Source: an optimization exercise on an open RTL-to-GDS flow (aim: a short achievable clock period and few clock cycles). Production flows keep margins and buffers that such runs may drop. Function was checked by simulation only, so behaviour that the tests miss may differ from the original. Power figures rest on the tool's default switching activity, not on a simulated workload.

**flow/flow/run.sh**
```bash
#!/bin/bash
set -euo pipefail
bash standard.sh SETUP_SLACK_MARGIN=7.5 finish > standard.log 2>&1
```
**flow/standard.sh**
```bash
#!/bin/bash
# synth_recipe.tcl (not shown) runs the flow's synth.tcl, then flattens the netlist and writes it again
# the make line also repeats each setting of config.mk as NAME=value (left out here)
make -C /OpenROAD-flow-scripts/flow DESIGN_CONFIG=/design/flow/config.mk WORK_HOME=/design/flow/orfs CLKGATE_MAP_FILE= SYNTH_SCRIPT=/design/flow/synth_recipe.tcl "${@:-finish}"
```
**flow/config.mk**
```make
export PLATFORM = sky130hd
export DESIGN_NAME = xge
export DESIGN_NICKNAME = xge
export VERILOG_FILES = /design/flow/design.v
export SDC_FILE = /design/flow/constraint.sdc
export NUM_CORES = 4
export LEC_CHECK = 0
export CAP_MARGIN = 20
export CORE_MARGIN = 2
export CORE_UTILIZATION = 40
export SLEW_MARGIN = 20
```
**flow/constraint.sdc**
```tcl
create_clock -name core_clock -period 11.0 [get_ports {clk}]
set_input_delay 2.2000 -clock core_clock [delete_from_list [all_inputs] [get_ports {clk}]]
set_output_delay 2.2000 -clock core_clock [all_outputs]
set_load 0.01 [all_outputs]
```
**flow/design.v**
```verilog
module xge_rescale (
    input  wire        clk,
    input  wire        is_joy,      
    input  wire [31:0] vx,
    input  wire [31:0] vy,
    input  wire [31:0] in_min,
    input  wire [31:0] in_max,
    output wire [15:0] rx,          
    output wire [15:0] ry
);
    localparam NS = 16;
    reg  [31:0] d_x, d_y, d_sp;
    reg         lo_x, hi_x, lo_y, hi_y, j1;
    wire [32:0] lx = {in_min[31], in_min} - {vx[31], vx};      
    wire [32:0] hx = {vx[31], vx} - {in_max[31], in_max};      
    wire [32:0] ly = {in_min[31], in_min} - {vy[31], vy};
    wire [32:0] hy = {vy[31], vy} - {in_max[31], in_max};
    always @(posedge clk) begin
        d_x  <= vx - in_min;
        d_y  <= vy - in_min;
        d_sp <= in_max - in_min;
        lo_x <= !lx[32];
        hi_x <= !hx[32];
        lo_y <= !ly[32];
        hi_y <= !hy[32];
        j1   <= is_joy;
    end
    wire [31:0] c_x = lo_x ? 32'd0 : hi_x ? d_sp : d_x;
    wire [31:0] c_y = lo_y ? 32'd0 : hi_y ? d_sp : d_y;
    wire [47:0] ax  = j1 ? {c_x, 16'd0} : {8'd0, c_x, 8'd0};
    wire [47:0] ay  = j1 ? {c_y, 16'd0} : {8'd0, c_y, 8'd0};
    reg  [24:0] lo2_x, lo2_y;           
    reg  [23:0] ah_x, bh_x, ah_y, bh_y;
    reg  [31:0] sp2;
    reg         j2;
    always @(posedge clk) begin
        lo2_x <= {1'b0, ax[23:0]} - {1'b0, c_x[23:0]};
        lo2_y <= {1'b0, ay[23:0]} - {1'b0, c_y[23:0]};
        ah_x  <= ax[47:24];
        bh_x  <= {16'd0, c_x[31:24]};
        ah_y  <= ay[47:24];
        bh_y  <= {16'd0, c_y[31:24]};
        sp2   <= d_sp;
        j2    <= j1;
    end
    wire [23:0] hi3_x = ah_x - bh_x - lo2_x[24];
    wire [23:0] hi3_y = ah_y - bh_y - lo2_y[24];
    localparam SW = 33 + 16 + 33 + 16 + 32 + 1;
    wire [SW*(NS+1)-1:0] st;
    reg  [SW-1:0]        st0;
    always @(posedge clk)
        st0 <= {1'b0, hi3_x, lo2_x[23:16], lo2_x[15:0],
                1'b0, hi3_y, lo2_y[23:16], lo2_y[15:0], sp2, j2};
    assign st[SW-1:0] = st0;
    genvar s;
    generate
        for (s = 0; s < NS; s = s + 1) begin : g_stage
            wire [32:0] r_x, r_y;
            wire [15:0] l_x, l_y;
            wire [31:0] sp;
            wire        j;
            assign {r_x, l_x, r_y, l_y, sp, j} = st[SW*s +: SW];
            wire [33:0] n_x = {r_x, l_x[15]} + ({2'b00, sp} ^ {34{~r_x[32]}}) + {33'd0, ~r_x[32]};
            wire [33:0] n_y = {r_y, l_y[15]} + ({2'b00, sp} ^ {34{~r_y[32]}}) + {33'd0, ~r_y[32]};
            reg  [SW-1:0] nx;
            always @(posedge clk)
                nx <= {n_x[32:0], l_x[14:0], ~n_x[32],
                       n_y[32:0], l_y[14:0], ~n_y[32], sp, j};
            assign st[SW*(s+1) +: SW] = nx;
        end
    endgenerate
    wire [15:0] qx_o = st[SW*NS + 82 +: 16];
    wire [15:0] qy_o = st[SW*NS + 33 +: 16];
    wire        j_o  = st[SW*NS];
    assign rx = {qx_o[15] ^ j_o, qx_o[14:0]};
    assign ry = {qy_o[15] ^ j_o, qy_o[14:0]};
endmodule
module xge (
    input  wire         clk,
    input  wire         rst,             
    input  wire         cmd_valid,
    output reg          cmd_ready,
    input  wire [95:0]  cmd,
    input  wire         tp_connected,    
    input  wire         rx_avail,        
    output reg          resp_valid,
    output reg  [31:0]  resp,
    output reg          tx_valid,
    input  wire         tx_ready,
    output wire [159:0] tx_data,         
    input  wire [31:0]  tx_status,       
    output reg          rx_req,
    input  wire         rx_ack,
    input  wire [3:0]   rx_len,          
    input  wire [63:0]  rx_data,         
    output reg          fb_valid,
    output reg  [7:0]   fb_tag
);
    localparam [7:0] TAG_OUT = 8'h00;
    localparam [7:0] LEN_OUT = 8'h14;
    localparam RLAT  = 19;               
    localparam QW    = 5;                
    localparam QD    = 1 << QW;          
    localparam LIMIT = QD;               
    integer i;
    reg         a_v;
    reg  [95:0] a_cmd;
    reg         a_conn, a_avail;
    always @(posedge clk) begin
        a_cmd   <= cmd;
        a_conn  <= tp_connected;
        a_avail <= rx_avail;
        if (rst) a_v <= 1'b0;
        else     a_v <= cmd_valid & cmd_ready;
    end
    wire [7:0]  a_op   = a_cmd[31:24];
    wire [7:0]  a_c    = a_cmd[23:16];
    wire        a_p    = a_cmd[0];
    wire [31:0] a_A    = a_cmd[63:32];
    wire [31:0] a_B    = a_cmd[95:64];
    wire        a_trig = (a_c == 8'd15) || (a_c == 8'd16);
    wire        a_joy  = (a_c == 8'd17) || (a_c == 8'd18);
    wire        a_rng  = a_trig || a_joy;
    wire [1:0]  a_rk   = a_c[1:0] + 2'd1;    
    reg  [31:0] rmin [0:3];
    reg  [31:0] rmax [0:3];
    reg         w_set, w_rst;            
    reg  [1:0]  w_rk;
    reg  [31:0] w_A, w_B;
    wire [31:0] def_min = a_rk[1] ? 32'hffff8000 : 32'd0;
    wire [31:0] def_max = a_rk[1] ? 32'd32767    : 32'd255;
    wire        fwd     = w_set && (w_rk == a_rk);
    wire [31:0] a_min = w_rst ? def_min : fwd ? w_A : rmin[a_rk];
    wire [31:0] a_max = w_rst ? def_max : fwd ? w_B : rmax[a_rk];
    always @(posedge clk) begin
        w_rk <= a_rk;
        w_A  <= a_A;
        w_B  <= a_B;
        if (rst) begin
            w_set <= 1'b0;
            w_rst <= 1'b0;
        end else begin
            w_set <= a_v && a_op == 8'h0C && a_rng && ($signed(a_A) < $signed(a_B));
            w_rst <= a_v && a_op == 8'h0B;
        end
        if (rst || w_rst) begin
            rmin[0] <= 32'd0;          rmax[0] <= 32'd255;
            rmin[1] <= 32'd0;          rmax[1] <= 32'd255;
            rmin[2] <= 32'hffff8000;   rmax[2] <= 32'd32767;
            rmin[3] <= 32'hffff8000;   rmax[3] <= 32'd32767;
        end else if (w_set) begin
            rmin[w_rk] <= w_A;
            rmax[w_rk] <= w_B;
        end
    end
    reg        a_btn_ok, a_btn_byte;
    reg  [7:0] a_btn_mask;
    always @(*) begin
        a_btn_ok = 1'b1; a_btn_byte = 1'b0; a_btn_mask = 8'h00;
        case (a_c)
            8'd0:  begin a_btn_byte = 1'b1; a_btn_mask = 8'h10; end
            8'd1:  begin a_btn_byte = 1'b1; a_btn_mask = 8'h20; end
            8'd2:  begin a_btn_byte = 1'b1; a_btn_mask = 8'h40; end
            8'd3:  begin a_btn_byte = 1'b1; a_btn_mask = 8'h80; end
            8'd4:  begin a_btn_byte = 1'b1; a_btn_mask = 8'h01; end
            8'd5:  begin a_btn_byte = 1'b1; a_btn_mask = 8'h02; end
            8'd6:  a_btn_mask = 8'h20;
            8'd7:  a_btn_mask = 8'h10;
            8'd8:  a_btn_mask = 8'h40;
            8'd9:  a_btn_mask = 8'h80;
            8'd10: begin a_btn_byte = 1'b1; a_btn_mask = 8'h04; end
            8'd11: a_btn_mask = 8'h01;
            8'd12: a_btn_mask = 8'h02;
            8'd13: a_btn_mask = 8'h04;
            8'd14: a_btn_mask = 8'h08;
            8'd17: a_btn_mask = 8'h40;
            8'd18: a_btn_mask = 8'h80;
            default: a_btn_ok = 1'b0;
        endcase
    end
    wire a_dpad = (a_c >= 8'd11) && (a_c <= 8'd14);
    localparam SW = 20 + 1 + 1 + 1 + 8 + 1 + 1 + 1 + 5 + 1 + 1 + 32;
    wire [19:0] a_ops;                   
    genvar g;
    generate
        for (g = 0; g < 20; g = g + 1) begin : g_op
            assign a_ops[g] = (a_op == g + 1);
        end
    endgenerate
    wire [31:0] a_imm = a_ops[8'h14 - 1] ? (a_rng ? (a_p ? a_max : a_min) : 32'd0)
                                         : {a_B[15:0], a_A[15:0]};
    wire [SW-1:0] a_side = {a_ops, a_btn_ok, a_btn_byte, a_dpad, a_btn_mask,
                            a_trig, a_joy, (a_c == 8'd16 || a_c == 8'd18),
                            a_cmd[4:0], a_conn, a_avail, a_imm};
    reg  [SW*(RLAT+1)-1:0] side;        
    reg  [RLAT:0]          sv;          
    reg  [31:0] b_vx, b_vy, b_min, b_max;
    reg         b_joy;
    always @(posedge clk) begin
        side <= {side[SW*RLAT-1:0], a_side};
        if (rst) sv <= 0;
        else     sv <= {sv[RLAT-1:0], a_v};
        b_vx  <= (a_op == 8'h01) ? (a_p ? a_max : a_min) : a_A;
        b_vy  <= a_B;
        b_min <= a_min;
        b_max <= a_max;
        b_joy <= a_joy;
    end
    wire [15:0] r_x, r_y;
    xge_rescale u_rescale (
        .clk(clk), .is_joy(b_joy), .vx(b_vx), .vy(b_vy), .in_min(b_min), .in_max(b_max),
        .rx(r_x), .ry(r_y)
    );
    wire [SW-1:0] zs = side[SW*RLAT +: SW];
    wire        z_v;
    wire [19:0] z_ops;
    wire        z_btn_ok, z_btn_byte, z_dpad, z_trig, z_joy, z_sel2, z_conn, z_avail;
    wire [7:0]  z_mask;
    wire [4:0]  z_f;
    wire [31:0] z_imm;
    assign z_v = sv[RLAT];
    assign {z_ops, z_btn_ok, z_btn_byte, z_dpad, z_mask, z_trig, z_joy, z_sel2,
            z_f, z_conn, z_avail, z_imm} = zs;
    wire [15:0] z_a16 = z_imm[15:0];
    wire [15:0] z_b16 = z_imm[31:16];
    wire z_p = z_f[0];
    wire f_up = z_f[0], f_dn = z_f[1], f_lt = z_f[2], f_rt = z_f[3], f_socd = z_f[4];
    reg  [7:0]  rpt2, rpt3, trig_l, trig_r;
    reg  [15:0] jlx, jly, jrx, jry;
    reg         autosend, cb_en, fd_one;     
    wire        z_setbtn = z_ops[0] || (z_ops[1] && z_dpad);
    wire [7:0]  btn_old  = z_btn_byte ? rpt3 : rpt2;
    wire        btn_cur  = (btn_old & z_mask) != 8'h00;
    wire        btn_chg  = z_setbtn && z_btn_ok && (btn_cur != z_p);
    wire [7:0]  btn_new  = btn_old ^ z_mask;
    wire        trig_op  = (z_setbtn && !z_btn_ok && z_trig) || (z_ops[3] && z_trig);
    wire [7:0]  cur_tr   = z_sel2 ? trig_r : trig_l;
    wire        trig_chg = trig_op && (r_x[7:0] != cur_tr);
    wire        dc_dn = f_socd ? (f_dn & ~f_up) : f_dn;
    wire        dc_lt = f_socd ? (f_lt & ~f_rt) : f_lt;
    wire        dc_rt = f_socd ? (f_rt & ~f_lt) : f_rt;
    wire [3:0]  dpad4 = {dc_rt, dc_lt, dc_dn, f_up};
    wire        dp4_chg = z_ops[2] && (dpad4 != rpt2[3:0]);
    wire        joy_op = z_joy && (z_ops[4] || z_ops[5] || z_ops[6] || z_ops[7] || z_ops[8]);
    wire [15:0] dig_x  = (f_lt == f_rt) ? 16'h0000 : (f_rt ? 16'h7fff : 16'h8000);
    wire [15:0] dig_y  = (f_up == f_dn) ? 16'h0000 : (f_up ? 16'h7fff : 16'h8000);
    wire [15:0] inv_x  = r_x ^ {16{z_p}};
    reg  [15:0] xv, yv;
    always @(*) begin
        xv = r_x; yv = r_y;
        if (z_ops[5]) begin xv = z_a16; yv = z_b16; end
        if (z_ops[6]) begin xv = inv_x; end
        if (z_ops[7]) begin yv = inv_x; end
        if (z_ops[8]) begin xv = dig_x; yv = dig_y; end
    end
    wire [15:0] cur_x  = z_sel2 ? jrx : jlx;
    wire [15:0] cur_y  = z_sel2 ? jry : jly;
    wire        chg_x  = joy_op && !z_ops[7] && (xv != cur_x);
    wire        chg_y  = joy_op && !z_ops[6] && (yv != cur_y);
    wire        relall = z_ops[9];
    wire        z_rst  = z_ops[10];
    wire        chg    = btn_chg || trig_chg || dp4_chg || chg_x || chg_y || relall;
    wire        z_send = z_ops[14];
    wire        z_recv = z_ops[15] && z_avail;
    wire        do_tx  = (chg && autosend) || z_send;
    wire        clr    = relall || z_rst;
    wire        btn_wr = z_setbtn && z_btn_ok;
    wire [7:0]  btn_set = (btn_old & ~z_mask) | (z_mask & {8{z_p}});
    wire        wr_x   = joy_op && !z_ops[7];
    wire        wr_y   = joy_op && !z_ops[6];
    reg  [7:0]  n2, n3, ntl, ntr;
    reg  [15:0] njlx, njly, njrx, njry;
    always @(*) begin
        n2 = rpt2; n3 = rpt3; ntl = trig_l; ntr = trig_r;
        njlx = jlx; njly = jly; njrx = jrx; njry = jry;
        if (btn_wr) begin
            if (z_btn_byte) n3 = btn_set; else n2 = btn_set;
        end
        if (trig_op) begin
            if (z_sel2) ntr = r_x[7:0]; else ntl = r_x[7:0];
        end
        if (z_ops[2]) n2 = {rpt2[7:4], dpad4};
        if (wr_x) begin
            if (z_sel2) njrx = xv; else njlx = xv;
        end
        if (wr_y) begin
            if (z_sel2) njry = yv; else njly = yv;
        end
        if (clr) begin
            n2 = 8'h00; n3 = 8'h00; ntl = 8'h00; ntr = 8'h00;
            njlx = 16'h0000; njly = 16'h0000; njrx = 16'h0000; njry = 16'h0000;
        end
    end
    wire [95:0] snap = {njry, njrx, njly, njlx, ntr, ntl, n3, n2};
    reg  [1:0]  rt, ri;
    reg         rwx, rwy;
    reg  [31:0] rd;
    always @(*) begin
        rt = 2'd0; ri = 2'd0; rwx = 1'b0; rwy = 1'b0; rd = {yv, xv};
        if (btn_wr)   begin rt = 2'd1; ri = {1'b0, z_btn_byte}; rd = {24'd0, btn_set}; end
        if (z_ops[2]) begin rt = 2'd1; ri = 2'd0; rd = {24'd0, rpt2[7:4], dpad4}; end
        if (trig_op)  begin rt = 2'd1; ri = {1'b1, z_sel2}; rd = {24'd0, r_x[7:0]}; end
        if (wr_x || wr_y) begin rt = 2'd2; ri = {1'b0, z_sel2}; rwx = wr_x; rwy = wr_y; end
        if (clr)      rt = 2'd3;
        if (z_recv)   rd = {31'd0, cb_en};
    end
    reg  [7:0]  rd_byte;
    always @(*) begin
        case (z_f)
            5'd1:  rd_byte = LEN_OUT;
            5'd2:  rd_byte = rpt2;
            5'd3:  rd_byte = rpt3;
            5'd4:  rd_byte = trig_l;
            5'd5:  rd_byte = trig_r;
            5'd6:  rd_byte = jlx[7:0];
            5'd7:  rd_byte = jlx[15:8];
            5'd8:  rd_byte = jly[7:0];
            5'd9:  rd_byte = jly[15:8];
            5'd10: rd_byte = jrx[7:0];
            5'd11: rd_byte = jrx[15:8];
            5'd12: rd_byte = jry[7:0];
            5'd13: rd_byte = jry[15:8];
            default: rd_byte = 8'h00;
        endcase
    end
    reg  [31:0] z_resp;
    always @(*) begin
        z_resp = z_ops[19] ? z_imm : 32'd0;                
        if (z_ops[16]) z_resp = {24'd0, rd_byte};
        if (z_ops[17]) z_resp = {30'd0, z_f[1:0]};         
        if (z_ops[18]) z_resp = {28'd0, z_conn, cb_en, autosend, 1'b0};
    end
    always @(posedge clk) begin
        if (rst) begin
            rpt2 <= 8'h00; rpt3 <= 8'h00; trig_l <= 8'h00; trig_r <= 8'h00;
            jlx <= 16'h0000; jly <= 16'h0000; jrx <= 16'h0000; jry <= 16'h0000;
            autosend <= 1'b1; cb_en <= 1'b0; fd_one <= 1'b1;
        end else if (z_v) begin
            {jry, jrx, jly, jlx, trig_r, trig_l, rpt3, rpt2} <= snap;
            if (z_ops[12]) autosend <= z_p;
            if (z_ops[13]) cb_en    <= z_p;
            if (z_rst) begin
                autosend <= 1'b1; cb_en <= 1'b0; fd_one <= 1'b1;
            end else if (do_tx) fd_one <= 1'b0;
            else if (chg)       fd_one <= 1'b1;
        end
    end
    localparam CW = 7 + 32;
    reg  [CW-1:0] cq [0:QD-1];
    reg  [QW:0]   cq_wp, cq_rp;
    wire          cq_ne = (cq_wp != cq_rp);
    reg  [QD-1:0] cq_oh;                 
    reg  [CW-1:0] cq_sh;                 
    always @(*) begin
        cq_sh = {CW{1'b0}};
        for (i = 0; i < QD; i = i + 1) cq_sh = cq_sh | (cq[i] & {CW{cq_oh[i]}});
    end
    reg  [CW-1:0] cq_h;                  
    reg           cq_hv;
    localparam TW = 2 + 2 + 2 + 1 + 1 + 32;
    reg  [TW-1:0] tq [0:QD-1];
    reg  [QW:0]   tq_wp, tq_rp;
    wire          tq_ne = (tq_wp != tq_rp);
    reg  [QD-1:0] tq_oh, tq_oh1;         
    reg  [TW-1:0] tq_h, tq_h1;
    always @(*) begin
        tq_h  = {TW{1'b0}};
        tq_h1 = {TW{1'b0}};
        for (i = 0; i < QD; i = i + 1) begin
            tq_h  = tq_h  | (tq[i] & {TW{tq_oh[i]}});
            tq_h1 = tq_h1 | (tq[i] & {TW{tq_oh1[i]}});
        end
    end
    wire          tq_push = z_v && (do_tx || z_recv || (chg && !autosend) || z_rst);
    wire [1:0]    tq_kind = z_recv ? 2'd2 : !do_tx ? 2'd3 : (z_send && !fd_one) ? 2'd1 : 2'd0;
    reg           y_cq, y_tq;
    reg  [CW-1:0] y_cqd;
    reg  [TW-1:0] y_tqd;
    always @(posedge clk) begin
        y_cqd <= {chg, chg && autosend, z_send, z_recv, z_ops[18], z_ops[17], z_rst, z_resp};
        y_tqd <= {tq_kind, rt, ri, rwx, rwy, rd};
        if (y_cq) cq[cq_wp[QW-1:0]] <= y_cqd;
        if (y_tq) tq[tq_wp[QW-1:0]] <= y_tqd;
        if (rst) begin
            y_cq  <= 1'b0;
            y_tq  <= 1'b0;
            cq_wp <= 0;
            tq_wp <= 0;
        end else begin
            y_cq <= z_v;
            y_tq <= tq_push;
            if (y_cq) cq_wp <= cq_wp + 1'b1;
            if (y_tq) tq_wp <= tq_wp + 1'b1;
        end
    end
    reg  [95:0] tx_rpt;                  
    reg  [95:0] img;                     
    reg         dirty_t;                 
    reg         rx_cb;
    assign tx_data = {48'd0, tx_rpt, LEN_OUT, TAG_OUT};
    wire        tx_hs   = tx_valid && tx_ready;
    wire        rx_hs   = rx_req && rx_ack;
    wire        tu_free = !(tx_valid && !tx_ready) && !(rx_req && !rx_ack);
    wire        dirty_e = tx_hs ? tx_status[31] : dirty_t;
    wire [QW:0]   tq_n  = tq_wp - tq_rp;
    wire        tq_ne2  = (tq_n >= 2);
    wire [1:0]  k0      = tq_h[TW-1:TW-2];
    wire [1:0]  k1      = tq_h1[TW-1:TW-2];
    wire        tu_take = tq_ne && tu_free;
    wire        use1    = (k0 == 2'd1) && !dirty_e && tq_ne2 && (k1 == 2'd0 || k1 == 2'd2);
    wire        tu_tx   = tu_take && ((k0 == 2'd0) || (k0 == 2'd1 && dirty_e) || (use1 && k1 == 2'd0));
    wire        tu_rx   = tu_take && ((k0 == 2'd2) || (use1 && k1 == 2'd2));
    wire        tu_ap   = tu_take && ((k0 == 2'd0) || (k0 == 2'd3) || (use1 && k1 == 2'd0));
    wire [TW-1:0] tq_s  = (k0 == 2'd1) ? tq_h1 : tq_h;
    wire [1:0]  s_rt, s_ri;
    wire        s_wx, s_wy;
    wire [31:0] s_rd;
    assign {s_rt, s_ri, s_wx, s_wy, s_rd} = tq_s[TW-3:0];
    reg  [95:0] img_w, img_n;
    always @(*) begin
        img_w = img;
        case (s_rt)
            2'd1: img_w[8*s_ri +: 8] = s_rd[7:0];
            2'd2: begin
                if (s_wx) img_w[16 + 32*s_ri[0] + 16 +: 16] = s_rd[15:0];
                if (s_wy) img_w[16 + 32*s_ri[0] + 32 +: 16] = s_rd[31:16];
            end
            2'd3: img_w = 96'd0;
            default: ;
        endcase
        img_n = tu_ap ? img_w : img;
    end
    localparam RW = 4 + 32;
    reg  [RW-1:0] rq [0:QD-1];
    reg  [QW:0]   rq_wp, rq_rp;
    wire          rq_ne = (rq_wp != rq_rp);
    reg  [QD-1:0] rq_oh;
    reg  [RW-1:0] rq_sh;
    always @(*) begin
        rq_sh = {RW{1'b0}};
        for (i = 0; i < QD; i = i + 1) rq_sh = rq_sh | (rq[i] & {RW{rq_oh[i]}});
    end
    reg  [RW-1:0] rq_h;
    reg           rq_hv;
    reg           rq_push;               
    reg  [RW-1:0] rq_d;
    always @(posedge clk) begin
        tx_rpt <= img_n;
        if (rst) img <= 96'd0;
        else     img <= img_n;
        if (tu_rx) rx_cb  <= tq_s[0];
        if (tx_hs) dirty_t <= tx_status[31];
        rq_d <= tx_valid ? {4'd0, tx_status}
                         : {rx_len, rx_data[39:24], rx_data[23:16], rx_data[7:0]};
        if (rq_push) rq[rq_wp[QW-1:0]] <= rq_d;
        fb_tag <= rx_data[7:0];
        if (rst) begin
            tx_valid <= 1'b0;
            rx_req   <= 1'b0;
            fb_valid <= 1'b0;
            rq_push  <= 1'b0;
            tq_rp    <= 0;
            tq_oh    <= 1;
            tq_oh1   <= 2;
            rq_wp    <= 0;
        end else begin
            if (tx_hs) tx_valid <= 1'b0;
            if (rx_hs) rx_req   <= 1'b0;
            if (tu_tx) tx_valid <= 1'b1;
            if (tu_rx) rx_req   <= 1'b1;
            if (tu_take) begin
                tq_rp  <= tq_rp + (use1 ? 2'd2 : 2'd1);
                tq_oh  <= use1 ? {tq_oh[QD-3:0], tq_oh[QD-1:QD-2]} : {tq_oh[QD-2:0], tq_oh[QD-1]};
                tq_oh1 <= use1 ? {tq_oh1[QD-3:0], tq_oh1[QD-1:QD-2]} : {tq_oh1[QD-2:0], tq_oh1[QD-1]};
            end
            rq_push <= tx_hs || rx_hs;
            if (rq_push) rq_wp  <= rq_wp + 1'b1;
            fb_valid <= rx_hs && rx_cb && (rx_len >= 4'd3);
        end
    end
    wire        h_chg, h_tx, h_send, h_recv, h_rdstat, h_rdfb, h_rst;
    wire [31:0] h_resp;
    assign {h_chg, h_tx, h_send, h_recv, h_rdstat, h_rdfb, h_rst, h_resp} = cq_h;
    reg         dirty_r;
    reg  [2:0]  player;
    reg  [7:0]  rumble_l, rumble_s;
    reg  [3:0]  ledpat;
    wire        h_dirty = dirty_r || h_chg;
    wire        h_need  = h_tx || h_recv || (h_send && h_dirty);
    wire        fire    = cq_hv && (!h_need || rq_hv);
    wire        rq_pop  = fire && h_need;
    wire        cq_take = cq_ne && (!cq_hv || fire);
    wire        rq_take = rq_ne && (!rq_hv || rq_pop);
    wire [3:0]  q_len = rq_h[35:32];
    wire [7:0]  q_rx0 = rq_h[7:0];
    wire [7:0]  q_rx2 = rq_h[15:8];
    wire [7:0]  q_rx3 = rq_h[23:16];
    wire [7:0]  q_rx4 = rq_h[31:24];
    reg  [31:0] h_val;
    always @(*) begin
        h_val = h_resp;
        if (h_send)   h_val = h_dirty ? rq_h[31:0] : 32'd0;
        if (h_recv)   h_val = {28'd0, q_len};
        if (h_rdstat) h_val = {28'd0, h_resp[3:1], dirty_r};
        if (h_rdfb) begin
            case (h_resp[1:0])
                2'd0: h_val = {29'd0, player};
                2'd1: h_val = {24'd0, rumble_l};
                2'd2: h_val = {24'd0, rumble_s};
                2'd3: h_val = {28'd0, ledpat};
            endcase
        end
    end
    reg  [QW:0] cnt;
    wire [QW:0] cnt_i = cnt + a_v;
    wire [QW:0] cnt_d = cnt + a_v - 1'b1;
    wire [QW:0] cnt_n = fire ? cnt_d : cnt_i;
    wire [QW+1:0] total = cnt + a_v + cmd_ready;
    always @(posedge clk) begin
        resp <= h_val;
        if (cq_take) cq_h <= cq_sh;
        if (rq_take) rq_h <= rq_sh;
        if (rst) begin
            resp_valid <= 1'b0;
            cq_rp      <= 0;
            rq_rp      <= 0;
            cq_oh      <= 1;
            rq_oh      <= 1;
            cq_hv      <= 1'b0;
            rq_hv      <= 1'b0;
            cnt        <= 0;
            cmd_ready  <= 1'b0;
            dirty_r    <= 1'b1;
            player     <= 3'd0; rumble_l <= 8'h00; rumble_s <= 8'h00; ledpat <= 4'h0;
        end else begin
            resp_valid <= fire;
            cnt        <= cnt_n;
            cmd_ready  <= (total + 1 <= LIMIT);
            if (cq_take) begin
                cq_rp <= cq_rp + 1'b1;
                cq_oh <= {cq_oh[QD-2:0], cq_oh[QD-1]};
                cq_hv <= 1'b1;
            end else if (fire) cq_hv <= 1'b0;
            if (rq_take) begin
                rq_rp <= rq_rp + 1'b1;
                rq_oh <= {rq_oh[QD-2:0], rq_oh[QD-1]};
                rq_hv <= 1'b1;
            end else if (rq_pop) rq_hv <= 1'b0;
            if (fire) begin
                if (h_rst) begin
                    dirty_r <= 1'b1;
                    player  <= 3'd0; rumble_l <= 8'h00; rumble_s <= 8'h00; ledpat <= 4'h0;
                end else if (h_need && !h_recv) dirty_r <= rq_h[31];
                else if (h_chg) dirty_r <= 1'b1;
                if (h_recv && q_len >= 4'd3) begin
                    if (q_rx0 == 8'h00) begin
                        rumble_l <= q_rx3;
                        rumble_s <= q_rx4;
                    end else if (q_rx0 == 8'h01 && q_rx2 <= 8'h0D) begin
                        ledpat <= q_rx2[3:0];
                        if (q_rx2 <= 8'h01)      player <= 3'd0;
                        else if (q_rx2 <= 8'h05) player <= q_rx2[2:0] - 3'd1;
                        else if (q_rx2 <= 8'h09) player <= q_rx2[2:0] + 3'd3;   
                    end
                end
            end
        end
    end
endmodule
```
==> results_dict.tcl, run 1 <==
set metrics [dict create \
    die_h_um 913 \
    power_mw 140 \
    synth.top_cell.area_share_pct 36.5 \
    drc 0 \
    ant_nets 0 \
    power_leakage_nw 148 \
    hpwl_mm 656 \
    power_density_nw_per_um2 355 \
    firstDrtPassIters 13 \
    multi_input_area_um2 117000 \
    grt_remaining_overflow 0 \
    setup_viol 0 \
    num_vias 224000 \
    nNetsFinal 28300 \
    netlist_area_um2 330000 \
    synth_enable_flop_cells 4012 \
    critPathCaptureType "flip-flop" \
    cts_sinks 8731 \
    via_per_inst 5.82 \
    skew_ns 0.129 \
    ys.warnings.count 2 \
    arrival_ns 5.18 \
    ctsLongestPathBuffers 4 \
    tightestPinTransition_ns 1.30 \
    wl_mm 1110 \
    io_pins 408 \
    worstHoldPathCells 0 \
    first_iter_violations 31100 \
    use_met2_pct 39.1 \
    ys_seq_area_share_pct 65.1 \
    worstPathMaxFanout 24 \
    antenna_found_initial 88 \
    cts_buffers 864 \
    gp_congestion 0.940 \
    ys_types 102 \
    outcome "timing/DRC/antenna clean" \
    ys_ff_latch 8731 \
    grt_pass1_wl_mm 1530 \
    drv_slew 0 \
    htree_levels 6 \
    yosysMostFrequentCell "dfxtp_1" \
    postSynthCellCount 25300 \
    area_growth_pct 19.3 \
    max_freq_mhz 246 \
    period_needed_ns 4.06 \
    worstSkewPairLatency_ns 1.24 \
    portBuffers 300 \
    hp-class "flip-flop to flip-flop" \
    path_clk_slew_ns 0.07 \
    cts_tree "built" \
    final-seq-area_um2 216000 \
    core_area_um2 822000 \
    synth.area.top_cells "edfxtp_1 (36%), dfxtp_1 (29%), ha_1 (5.1%)" \
    peakVddDrop_mv 0.235 \
    drt-wirelength-per-cell_um 28.8 \
    path_class "flip-flop to flip-flop" \
    fillerInstances 71300 \
    dieArea_um2 833000 \
    rsz0062_at_grt "yes" \
    maxCapViolCount 0 \
    ctsRootBufferMaster "clkbuf_16" \
    slew_headroom_pct 13.2 \
    drive_above_1_share_pct 16.1 \
    synthArstFlopShare_pct 0 \
    period_share_pct 36.9 \
    cp.required_ns 12.12 \
    rr_worst_depth 13 \
    use_met1_pct 31.8 \
    start_kind "flip-flop" \
    synthTopCellsByCount "dfxtp_1 (4719), edfxtp_1 (4012), xnor2_1 (1753)" \
    synthFlopType "dfxtp_1" \
    grt_pass1_vias 213000 \
    yosysTopAreaCell "edfxtp_1" \
    die_w_um 913 \
    grt_max_degree 143 \
    use_met3_pct 6.89 \
    fin_setup_tns_ns 0 \
    syn-mean-instance-area_um2 13.1 \
    finalHoldViolCount 0 \
    initial_utilization_pct 40.2 \
    grtUsageTotal_pct 24.9 \
    postCtsHoldBufs 0 \
    rows 333 \
    top_usage_layer "met2" \
]
-- power by group --
group	internal (mW)	leakage, nW	switching, mW
Clock	17.4	14.5	13.0
Combinational	28.8	54.9	36.6
Sequential	40.1	78.0	3.87
Total	86.2	148	53.5
-- layout make-up --
type | count | area share [%]
sequential | 8731 | 54.7
multi-input combinational | 14900 | 29.6
clock buffer | 1201 | 6.23
timing repair buffer | 1545 | 3.95
tap | 10900 | 3.46
clock inverter | 427 | 1.36
inverter | 634 | 0.609
antenna | 148 | 0.0940
-- state kept, by name, indices dropped and copies added, names as in the netlist, 36 cells and up --
signal and flops:
u_rescale.g_stage.nx 1998, side 1423, tq 1280, cq 1248
rq 1152, u_rescale.st0 129, rmax 128, rmin 128
img 96, tx_rpt 96, a_cmd 85, y_tqd 40
cq_h 39, y_cqd 39, rq_d 36, rq_h 36
-- through the flow --
step	utilization, %	hold slack [ns]	std cells	instance area (µm²)	setup slack, ns
2_1_floorplan	-	0.310	25400	331000	6.65
3_3_place_gp	42.2	0.310	35800	347000	4.73
5_1_grt	47.9	0.221	38400	394000	7.05
4_1_cts	47.1	0.211	38000	387000	7.01
6_report	47.9	0.222	38500	394000	6.94
3_5_place_dp	42.3	0.312	35800	348000	4.64
-- worst max-delay path: stages, from the launching register on --
cell	delay (ns)
dfxtp_2	0.31
buf_4	0.28
a22oi_1	0.57
nand4_1	0.25
nor4_2	0.65
o2111a_2	0.38
o21ai_4	0.10
buf_12	0.18
buf_16	0.15
buf_6	0.12
or3_4	0.41
buf_12	0.16
a22o_1	0.21
and2_1	0.15
-- cell families (layout without fill, tap and decap cells) --
group,Yosys count,after routing,share of synthesized area [%]
multiplexers,485,485,1.74
AO/OA/AOI/OAI,6113,6115,13.1
buffers and inverters,1757,3807,2.09
flip-flops,8731,8731,65.1
adder cells (fa/ha/maj),1389,1389,5.35
AND/OR/NAND/NOR,4742,4749,7.12
XOR/XNOR,2091,2091,5.54
other,2,212,0.00227
-- path summary, 6_finish.rpt --
check | startpoint | slack, ns | end
worst min register to register | side[640] | 0.22 | side[713]
worst max-delay path | tq_oh1[1] | 6.94 | img[77]
worst min-delay path | side[640] | 0.22 | side[713]
worst max register to register | tq_oh1[1] | 6.94 | img[77]
-- placed cells by master (no fill, tap or decap), types with 549 or more instances in the layout --
master and instances:
inv_1 616, nor2_1 1144, o21ai_0 572, nand2_1 901, clkbuf_16 891, a22o_1 549
edfxtp_1 4012, xnor2_1 1674, a22oi_1 1394, ha_1 1273, dfxtp_1 4387, a21oi_1 1006
buf_4 942
-- per-layer routing --
metal  up-vias  wire (µm)
met2     13600     491000
met1    110000     419000
met4        41      69100
met3      3472     127000
li1      97200          -
met5         -        425
-- repair_timing --
action / in CTS / in global routing
pin swaps: 468 / 501
cloned: 51 / 15
setup endpoints to repair: 1209 / 783
setup buffers: 440 / 334
hold endpoints to repair: 0 / 0
resized for setup: 1855 / 733
Testbench counts, summed over its fixed seeds: cycles 3,059.
==> inputs of run 2 (changes only) <==
--- a/flow/design.v
+++ b/flow/design.v
@@ -99,8 +99,8 @@
     localparam [7:0] TAG_OUT = 8'h00;
     localparam [7:0] LEN_OUT = 8'h14;
     localparam RLAT  = 19;               
-    localparam QW    = 5;                
-    localparam QD    = 1 << QW;          
+    localparam QD    = 40;               
+    localparam QW    = 6;                
     localparam LIMIT = QD;               
     integer i;
     reg         a_v;
@@ -304,6 +304,10 @@
         if (clr)      rt = 2'd3;
         if (z_recv)   rd = {31'd0, cb_en};
     end
+    wire [7:0]  fm = {rt == 2'd2 && ri[0] && rwy, rt == 2'd2 && ri[0] && rwx,
+                      rt == 2'd2 && !ri[0] && rwy, rt == 2'd2 && !ri[0] && rwx,
+                      rt == 2'd1 && ri == 2'd3, rt == 2'd1 && ri == 2'd2,
+                      rt == 2'd1 && ri == 2'd1, rt == 2'd1 && ri == 2'd0};
     reg  [7:0]  rd_byte;
     always @(*) begin
         case (z_f)
@@ -347,8 +351,9 @@
     end
     localparam CW = 7 + 32;
     reg  [CW-1:0] cq [0:QD-1];
-    reg  [QW:0]   cq_wp, cq_rp;
-    wire          cq_ne = (cq_wp != cq_rp);
+    reg  [QD-1:0] cq_woh;                
+    reg  [QW:0]   cq_n;                  
+    wire          cq_ne = (cq_n != 0);
     reg  [QD-1:0] cq_oh;                 
     reg  [CW-1:0] cq_sh;                 
     always @(*) begin
@@ -357,10 +362,11 @@
     end
     reg  [CW-1:0] cq_h;                  
     reg           cq_hv;
-    localparam TW = 2 + 2 + 2 + 1 + 1 + 32;
+    localparam TW = 4 + 8 + 1 + 32;
     reg  [TW-1:0] tq [0:QD-1];
-    reg  [QW:0]   tq_wp, tq_rp;
-    wire          tq_ne = (tq_wp != tq_rp);
+    reg  [QD-1:0] tq_woh;
+    reg  [QW:0]   tq_n;
+    wire          tq_ne = (tq_n != 0);
     reg  [QD-1:0] tq_oh, tq_oh1;         
     reg  [TW-1:0] tq_h, tq_h1;
     always @(*) begin
@@ -372,25 +378,30 @@
         end
     end
     wire          tq_push = z_v && (do_tx || z_recv || (chg && !autosend) || z_rst);
-    wire [1:0]    tq_kind = z_recv ? 2'd2 : !do_tx ? 2'd3 : (z_send && !fd_one) ? 2'd1 : 2'd0;
+    wire          k_rx    = z_recv;
+    wire          k_upd   = !z_recv && !do_tx;
+    wire          k_cond  = !z_recv && do_tx && z_send && !fd_one;
+    wire          k_tx    = !z_recv && do_tx && !(z_send && !fd_one);
     reg           y_cq, y_tq;
     reg  [CW-1:0] y_cqd;
     reg  [TW-1:0] y_tqd;
     always @(posedge clk) begin
         y_cqd <= {chg, chg && autosend, z_send, z_recv, z_ops[18], z_ops[17], z_rst, z_resp};
-        y_tqd <= {tq_kind, rt, ri, rwx, rwy, rd};
-        if (y_cq) cq[cq_wp[QW-1:0]] <= y_cqd;
-        if (y_tq) tq[tq_wp[QW-1:0]] <= y_tqd;
+        y_tqd <= {k_tx, k_cond, k_rx, k_upd, fm, rt == 2'd3, rd};
+        for (i = 0; i < QD; i = i + 1) begin
+            if (y_cq && cq_woh[i]) cq[i] <= y_cqd;
+            if (y_tq && tq_woh[i]) tq[i] <= y_tqd;
+        end
         if (rst) begin
             y_cq  <= 1'b0;
             y_tq  <= 1'b0;
-            cq_wp <= 0;
-            tq_wp <= 0;
+            cq_woh <= 1;
+            tq_woh <= 1;
         end else begin
             y_cq <= z_v;
             y_tq <= tq_push;
-            if (y_cq) cq_wp <= cq_wp + 1'b1;
-            if (y_tq) tq_wp <= tq_wp + 1'b1;
+            if (y_cq) cq_woh <= {cq_woh[QD-2:0], cq_woh[QD-1]};
+            if (y_tq) tq_woh <= {tq_woh[QD-2:0], tq_woh[QD-1]};
         end
     end
     reg  [95:0] tx_rpt;                  
@@ -402,79 +413,87 @@
     wire        rx_hs   = rx_req && rx_ack;
     wire        tu_free = !(tx_valid && !tx_ready) && !(rx_req && !rx_ack);
     wire        dirty_e = tx_hs ? tx_status[31] : dirty_t;
-    wire [QW:0]   tq_n  = tq_wp - tq_rp;
     wire        tq_ne2  = (tq_n >= 2);
-    wire [1:0]  k0      = tq_h[TW-1:TW-2];
-    wire [1:0]  k1      = tq_h1[TW-1:TW-2];
-    wire        tu_take = tq_ne && tu_free;
-    wire        use1    = (k0 == 2'd1) && !dirty_e && tq_ne2 && (k1 == 2'd0 || k1 == 2'd2);
-    wire        tu_tx   = tu_take && ((k0 == 2'd0) || (k0 == 2'd1 && dirty_e) || (use1 && k1 == 2'd0));
-    wire        tu_rx   = tu_take && ((k0 == 2'd2) || (use1 && k1 == 2'd2));
-    wire        tu_ap   = tu_take && ((k0 == 2'd0) || (k0 == 2'd3) || (use1 && k1 == 2'd0));
-    wire [TW-1:0] tq_s  = (k0 == 2'd1) ? tq_h1 : tq_h;
-    wire [1:0]  s_rt, s_ri;
-    wire        s_wx, s_wy;
-    wire [31:0] s_rd;
-    assign {s_rt, s_ri, s_wx, s_wy, s_rd} = tq_s[TW-3:0];
-    reg  [95:0] img_w, img_n;
-    always @(*) begin
-        img_w = img;
-        case (s_rt)
-            2'd1: img_w[8*s_ri +: 8] = s_rd[7:0];
-            2'd2: begin
-                if (s_wx) img_w[16 + 32*s_ri[0] + 16 +: 16] = s_rd[15:0];
-                if (s_wy) img_w[16 + 32*s_ri[0] + 32 +: 16] = s_rd[31:16];
+    wire        h0_tx = tq_h[44],  h0_cond = tq_h[43],  h0_rx = tq_h[42],  h0_upd = tq_h[41];
+    wire        h1_tx = tq_h1[44], h1_cond = tq_h1[43], h1_rx = tq_h1[42];
+    wire [7:0]  h0_fm = tq_h[40:33],  h1_fm = tq_h1[40:33];
+    wire        h0_clr = tq_h[32],    h1_clr = tq_h1[32];
+    wire [31:0] h0_d  = tq_h[31:0],   h1_d  = tq_h1[31:0];
+    wire [QW:0] tq_n_a  = tq_n + y_tq;
+    wire [QW:0] tq_n_b  = tq_n + y_tq - 1'b1;
+    wire [QW:0] tq_n_c  = tq_n + y_tq - 2'd2;
+    wire        rq_room;
+    wire        tu_take = tq_ne && tu_free && rq_room;
+    wire        use1    = h0_cond && !dirty_e && tq_ne2 && (h1_tx || h1_rx);
+    wire        tu_tx   = tu_take && (h0_tx || (h0_cond && dirty_e) || (use1 && h1_tx));
+    wire        tu_rx   = tu_take && (h0_rx || (use1 && h1_rx));
+    wire        ap0     = tu_take && (h0_tx || h0_upd);
+    wire        ap1     = tu_take && use1 && h1_tx;
+    reg  [95:0] img_n;
+    reg  [15:0] f0, f1;
+    integer f;
+    always @(*) begin
+        for (f = 0; f < 8; f = f + 1) begin
+            f0 = (f < 4) ? {8'd0, h0_d[7:0]} : (f[0] ? h0_d[31:16] : h0_d[15:0]);
+            f1 = (f < 4) ? {8'd0, h1_d[7:0]} : (f[0] ? h1_d[31:16] : h1_d[15:0]);
+            if (f < 4) begin
+                img_n[8*f +: 8] = (ap0 && h0_fm[f]) ? f0[7:0] : (ap1 && h1_fm[f]) ? f1[7:0]
+                                : ((ap0 && h0_clr) || (ap1 && h1_clr)) ? 8'd0 : img[8*f +: 8];
+            end else begin
+                img_n[32 + 16*(f-4) +: 16] = (ap0 && h0_fm[f]) ? f0 : (ap1 && h1_fm[f]) ? f1
+                                : ((ap0 && h0_clr) || (ap1 && h1_clr)) ? 16'd0 : img[32 + 16*(f-4) +: 16];
             end
-            2'd3: img_w = 96'd0;
-            default: ;
-        endcase
-        img_n = tu_ap ? img_w : img;
+        end
     end
-    localparam RW = 4 + 32;
-    reg  [RW-1:0] rq [0:QD-1];
-    reg  [QW:0]   rq_wp, rq_rp;
-    wire          rq_ne = (rq_wp != rq_rp);
-    reg  [QD-1:0] rq_oh;
-    reg  [RW-1:0] rq_sh;
+    localparam RW  = 4 + 32;
+    localparam RQD = 8;
+    reg  [RW-1:0]  rq [0:RQD-1];
+    reg  [RQD-1:0] rq_woh;
+    reg  [4:0]     rq_n;
+    wire           rq_ne = (rq_n != 0);
+    reg  [RQD-1:0] rq_oh;
+    reg  [RW-1:0]  rq_sh;
     always @(*) begin
         rq_sh = {RW{1'b0}};
-        for (i = 0; i < QD; i = i + 1) rq_sh = rq_sh | (rq[i] & {RW{rq_oh[i]}});
+        for (i = 0; i < RQD; i = i + 1) rq_sh = rq_sh | (rq[i] & {RW{rq_oh[i]}});
     end
     reg  [RW-1:0] rq_h;
     reg           rq_hv;
     reg           rq_push;               
     reg  [RW-1:0] rq_d;
+    assign        rq_room = (rq_n + rq_push <= RQD - 2);
     always @(posedge clk) begin
         tx_rpt <= img_n;
         if (rst) img <= 96'd0;
         else     img <= img_n;
-        if (tu_rx) rx_cb  <= tq_s[0];
+        if (tu_rx) rx_cb  <= use1 ? h1_d[0] : h0_d[0];
         if (tx_hs) dirty_t <= tx_status[31];
         rq_d <= tx_valid ? {4'd0, tx_status}
                          : {rx_len, rx_data[39:24], rx_data[23:16], rx_data[7:0]};
-        if (rq_push) rq[rq_wp[QW-1:0]] <= rq_d;
+        for (i = 0; i < RQD; i = i + 1)
+            if (rq_push && rq_woh[i]) rq[i] <= rq_d;
         fb_tag <= rx_data[7:0];
         if (rst) begin
             tx_valid <= 1'b0;
             rx_req   <= 1'b0;
             fb_valid <= 1'b0;
             rq_push  <= 1'b0;
-            tq_rp    <= 0;
+            tq_n     <= 0;
             tq_oh    <= 1;
             tq_oh1   <= 2;
-            rq_wp    <= 0;
+            rq_woh   <= 1;
         end else begin
             if (tx_hs) tx_valid <= 1'b0;
             if (rx_hs) rx_req   <= 1'b0;
             if (tu_tx) tx_valid <= 1'b1;
             if (tu_rx) rx_req   <= 1'b1;
             if (tu_take) begin
-                tq_rp  <= tq_rp + (use1 ? 2'd2 : 2'd1);
                 tq_oh  <= use1 ? {tq_oh[QD-3:0], tq_oh[QD-1:QD-2]} : {tq_oh[QD-2:0], tq_oh[QD-1]};
                 tq_oh1 <= use1 ? {tq_oh1[QD-3:0], tq_oh1[QD-1:QD-2]} : {tq_oh1[QD-2:0], tq_oh1[QD-1]};
             end
             rq_push <= tx_hs || rx_hs;
-            if (rq_push) rq_wp  <= rq_wp + 1'b1;
+            if (rq_push) rq_woh <= {rq_woh[RQD-2:0], rq_woh[RQD-1]};
+            tq_n <= !tu_take ? tq_n_a : use1 ? tq_n_c : tq_n_b;
             fb_valid <= rx_hs && rx_cb && (rx_len >= 4'd3);
         end
     end
@@ -522,8 +541,8 @@
         if (rq_take) rq_h <= rq_sh;
         if (rst) begin
             resp_valid <= 1'b0;
-            cq_rp      <= 0;
-            rq_rp      <= 0;
+            cq_n       <= 0;
+            rq_n       <= 0;
             cq_oh      <= 1;
             rq_oh      <= 1;
             cq_hv      <= 1'b0;
@@ -534,16 +553,16 @@
             player     <= 3'd0; rumble_l <= 8'h00; rumble_s <= 8'h00; ledpat <= 4'h0;
         end else begin
             resp_valid <= fire;
+            cq_n       <= cq_n + y_cq - cq_take;
+            rq_n       <= rq_n + rq_push - rq_take;
             cnt        <= cnt_n;
             cmd_ready  <= (total + 1 <= LIMIT);
             if (cq_take) begin
-                cq_rp <= cq_rp + 1'b1;
                 cq_oh <= {cq_oh[QD-2:0], cq_oh[QD-1]};
                 cq_hv <= 1'b1;
             end else if (fire) cq_hv <= 1'b0;
             if (rq_take) begin
-                rq_rp <= rq_rp + 1'b1;
-                rq_oh <= {rq_oh[QD-2:0], rq_oh[QD-1]};
+                rq_oh <= {rq_oh[RQD-2:0], rq_oh[RQD-1]};
                 rq_hv <= 1'b1;
             end else if (rq_pop) rq_hv <= 1'b0;
             if (fire) begin
--- a/flow/config.mk
+++ b/flow/config.mk
@@ -6,6 +6,9 @@
 export NUM_CORES = 4
 export LEC_CHECK = 0
 export CAP_MARGIN = 20
+export CELL_PAD_IN_SITES_DETAIL_PLACEMENT = 1
+export CELL_PAD_IN_SITES_GLOBAL_PLACEMENT = 1
 export CORE_MARGIN = 2
 export CORE_UTILIZATION = 40
+export PLACE_DENSITY = 0.5
 export SLEW_MARGIN = 20
==> results_dict.tcl, run 2 <==
set metrics [dict create \
    outcome "timing/DRC/antenna clean" \
    path_clk_slew_ns 0.06 \
    max_freq_mhz 237 \
    period_share_pct 38.3 \
    peakVddDrop_mv 0.265 \
    antenna_found_initial 115 \
    yosysMostFrequentCell "dfxtp_1" \
    tightestPinTransition_ns 1.29 \
    start_kind "flip-flop" \
    io_pins 408 \
    maxCapViolCount 0 \
    drv_slew 0 \
    hp-class "flip-flop to flip-flop" \
    crit_family "flip-flops" \
    regMostFlops "u_rescale.g_stage.nx" \
    path_class "flip-flop to primary output" \
    mostFrequentLayoutCells "dfxtp_1 (4430), edfxtp_1 (3980), a22oi_1 (2076), xnor2_1 (1677), ha_1 (1302)" \
    ant_nets 0 \
    dieArea_um2 844000 \
    holdCritStartpoint "u_rescale.g_stage[14].nx[85]" \
    portBuffers 300 \
    synthTopCellsByCount "dfxtp_1 (4795), edfxtp_1 (3980), a22oi_1 (2080)" \
    synth.area.top_cells "edfxtp_1 (36%), dfxtp_1 (29%), ha_1 (5.0%)" \
    die_h_um 919 \
    wl_mm 1350 \
    hold_end "u_rescale.g_stage[15].nx[86]" \
    finalHoldViolCount 0 \
    netlist_area_um2 335000 \
    power_leakage_nw 151 \
    yosysTopAreaCell "edfxtp_1" \
    synthFlopType "dfxtp_1" \
    drive_above_1_share_pct 16.4 \
    power_density_nw_per_um2 361 \
    grt_remaining_overflow 0 \
    rr_worst_depth 17 \
    skew_ns 0.126 \
    cp_slowest_cell "dfxtp_4" \
    num_vias 232000 \
    ys_seq_area_share_pct 64.4 \
    firstDrtPassIters 10 \
    power_mw 144 \
    via_per_inst 5.92 \
    grt_pass1_vias 230000 \
    synth.top_cell.area_share_pct 35.7 \
    intPower_mw 88.5 \
    ctsLongestPathBuffers 4 \
    nNetsFinal 28800 \
    r2r_start "tq_oh[5]" \
    synthArstFlopShare_pct 0 \
    drt-wirelength-per-cell_um 34.4 \
    comb_power_share_pct 45.9 \
    area_growth_pct 19.4 \
    slew_headroom_pct 14.2 \
    rows 336 \
    drc 0 \
    period_needed_ns 4.21 \
    critPathCaptureType "primary output" \
    initial_utilization_pct 40.1 \
    worstSkewPairLatency_ns 1.27 \
    htree_levels 6 \
    fin_setup_tns_ns 0 \
    first_iter_violations 28600 \
    worstHoldPathCells 0 \
    grtUsageTotal_pct 30.4 \
    postCtsHoldBufs 0 \
    clkPwrFrac_pct 22.7 \
    cts_buffers 920 \
    grt_max_degree 158 \
    worstReg2RegEnd "img[41]" \
    power_switching_mw 55.9 \
    hold_ws_ns 0.256 \
    ys.warnings.count 5 \
    grt_pass1_wl_mm 1830 \
    switching_share_pct 38.7 \
    synth_enable_flop_cells 3980 \
    cts_sinks 8775 \
    postSynthCellCount 25900 \
    ys_ff_latch 8775 \
    ctsRootBufferMaster "clkbuf_16" \
    largest_register_ffs 1998 \
    rrSetupSlack_ns 7.18 \
    path_cells "buf_6" \
    core_area_um2 836000 \
    hpwl_mm 820 \
    fillerInstances 83500 \
    die_w_um 919 \
    worst-path-buf-inv 1 \
    gp_congestion 0.880 \
    utilization_pct 47.8 \
    syn-mean-instance-area_um2 12.9 \
    slowest_delay_ns 0.55 \
    cp.required_ns 8.80 \
    worstPathMaxFanout 2 \
    arrival_ns 2.01 \
    setup_viol 0 \
    rsz0062_at_grt "yes" \
    final_common_cell "dfxtp_1" \
    ys_types 119 \
    cts_tree "built" \
    seqPwrFrac_pct 31.3 \
]
==> run 2: repair_timing <==
item,in CTS,in global routing
cloned,42,20
endpoints found under the setup margin,1321,657
hold endpoints to repair,0,0
gates resized for setup,1751,823
pin swaps,283,409
setup buffers,299,289
==> run 2: power by group through the flow <==
stage	Combinational, mW	Sequential [mW]	Clock [mW]
5_1_grt	71.8	45.8	34.6
4_1_cts	62.3	45.4	33.3
6_report	66.3	45.3	32.8
3_3_place_gp	56.2	46.1	0
3_5_place_dp	56.7	46.1	0
2_1_floorplan	40.7	43.4	0
==> run 2: cell type report <==
class / instances / area [µm²] / area share (%)
Antenna cell: 79 / 198 / 0.0495
Clock buffer: 1255 / 26400 / 6.61
Clock inverter: 486 / 5900 / 1.48
Inverter: 678 / 2550 / 0.637
Multi-Input combinational cell: 15300 / 119000 / 29.8
Sequential cell: 8775 / 216000 / 54.1
Tap cell: 11200 / 14000 / 3.49
Timing Repair Buffer: 1462 / 15100 / 3.78
==> run 2: cells by family (layout without fill, tap and decap cells) <==
group / Yosys count / after routing / share of synthesized area [%]
AND/OR/NAND/NOR: 4826 / 4830 / 7.29
flip-flops: 8775 / 8775 / 64.4
multiplexers: 537 / 537 / 1.91
AO/OA/AOI/OAI: 6450 / 6457 / 13.5
other: 2 / 143 / 0.00224
buffers and inverters: 1879 / 3881 / 2.24
XOR/XNOR: 2059 / 2059 / 5.39
adder cells (fa/ha/maj): 1385 / 1385 / 5.27
==> run 2: how the worst max path moves through the flow <==
stage	start	endpoint	slack [ns]	depth (start not counted)
floorplan	tx_ready	img[48]	6.85	12
global placement	tx_ready	img[91]	3.05	12
detailed placement	tx_ready	img[91]	3.09	12
CTS	tx_rpt[21]	tx_data[37]	6.75	1
global route	tx_valid	tx_valid	6.79	2
finish	tx_rpt[21]	tx_data[37]	6.79	1
==> run 2: through the flow <==
| step | area [µm²] | instances | setup WS [ns] |
|---|---|---|---|
| final | 400000 | 39200 | 6.79 |
| after global routing | 399000 | 39200 | 6.79 |
| after CTS | 393000 | 38800 | 6.75 |
| after detailed placement | 353000 | 36800 | 3.09 |
| after global placement | 352000 | 36700 | 3.05 |
| after floorplan | 336000 | 26000 | 6.85 |
==> run 2: layer usage <==
metal	global-route usage (%)	share of wire, %
met3	7.10	9.7
met5	0	0.031
met4	11.4	4.7
met2	47.7	45
met1	41.0	41
Testbench counts of run 2, summed over its fixed seeds: cycles 3,030.

==> separate check: timing with driven ports <==
No port has a modelled driver above. Below, the same layouts with a new extraction and two added sets of constraints.
Step 1, drivers: a clkbuf_16 drives clk and a buf_2 each remaining input, both assumed.
Step 2 moves the port delays by t, midway between the first and last clock arrival at a register: inputs arrive t later, outputs are due t later. That takes back most of the time a late clock gives input paths.
Slacks: ideal / step 1 / step 2; pairs: ideal / step 1.
| run | shift t [ns] | setup slack, ns | cell pins on the clock port's net |
|---|---|---|---|
| run 1 | 1.301 | 6.938 / 6.938 / 5.862 | 1 |
| run 2 | 1.338 | 6.787 / 6.641 / 5.943 | 1 |
After both steps every run listed still meets setup and hold. The setup slack of run 1, which loses most, moves by 0.000 ns with the drivers and by -1.076 ns with both steps.
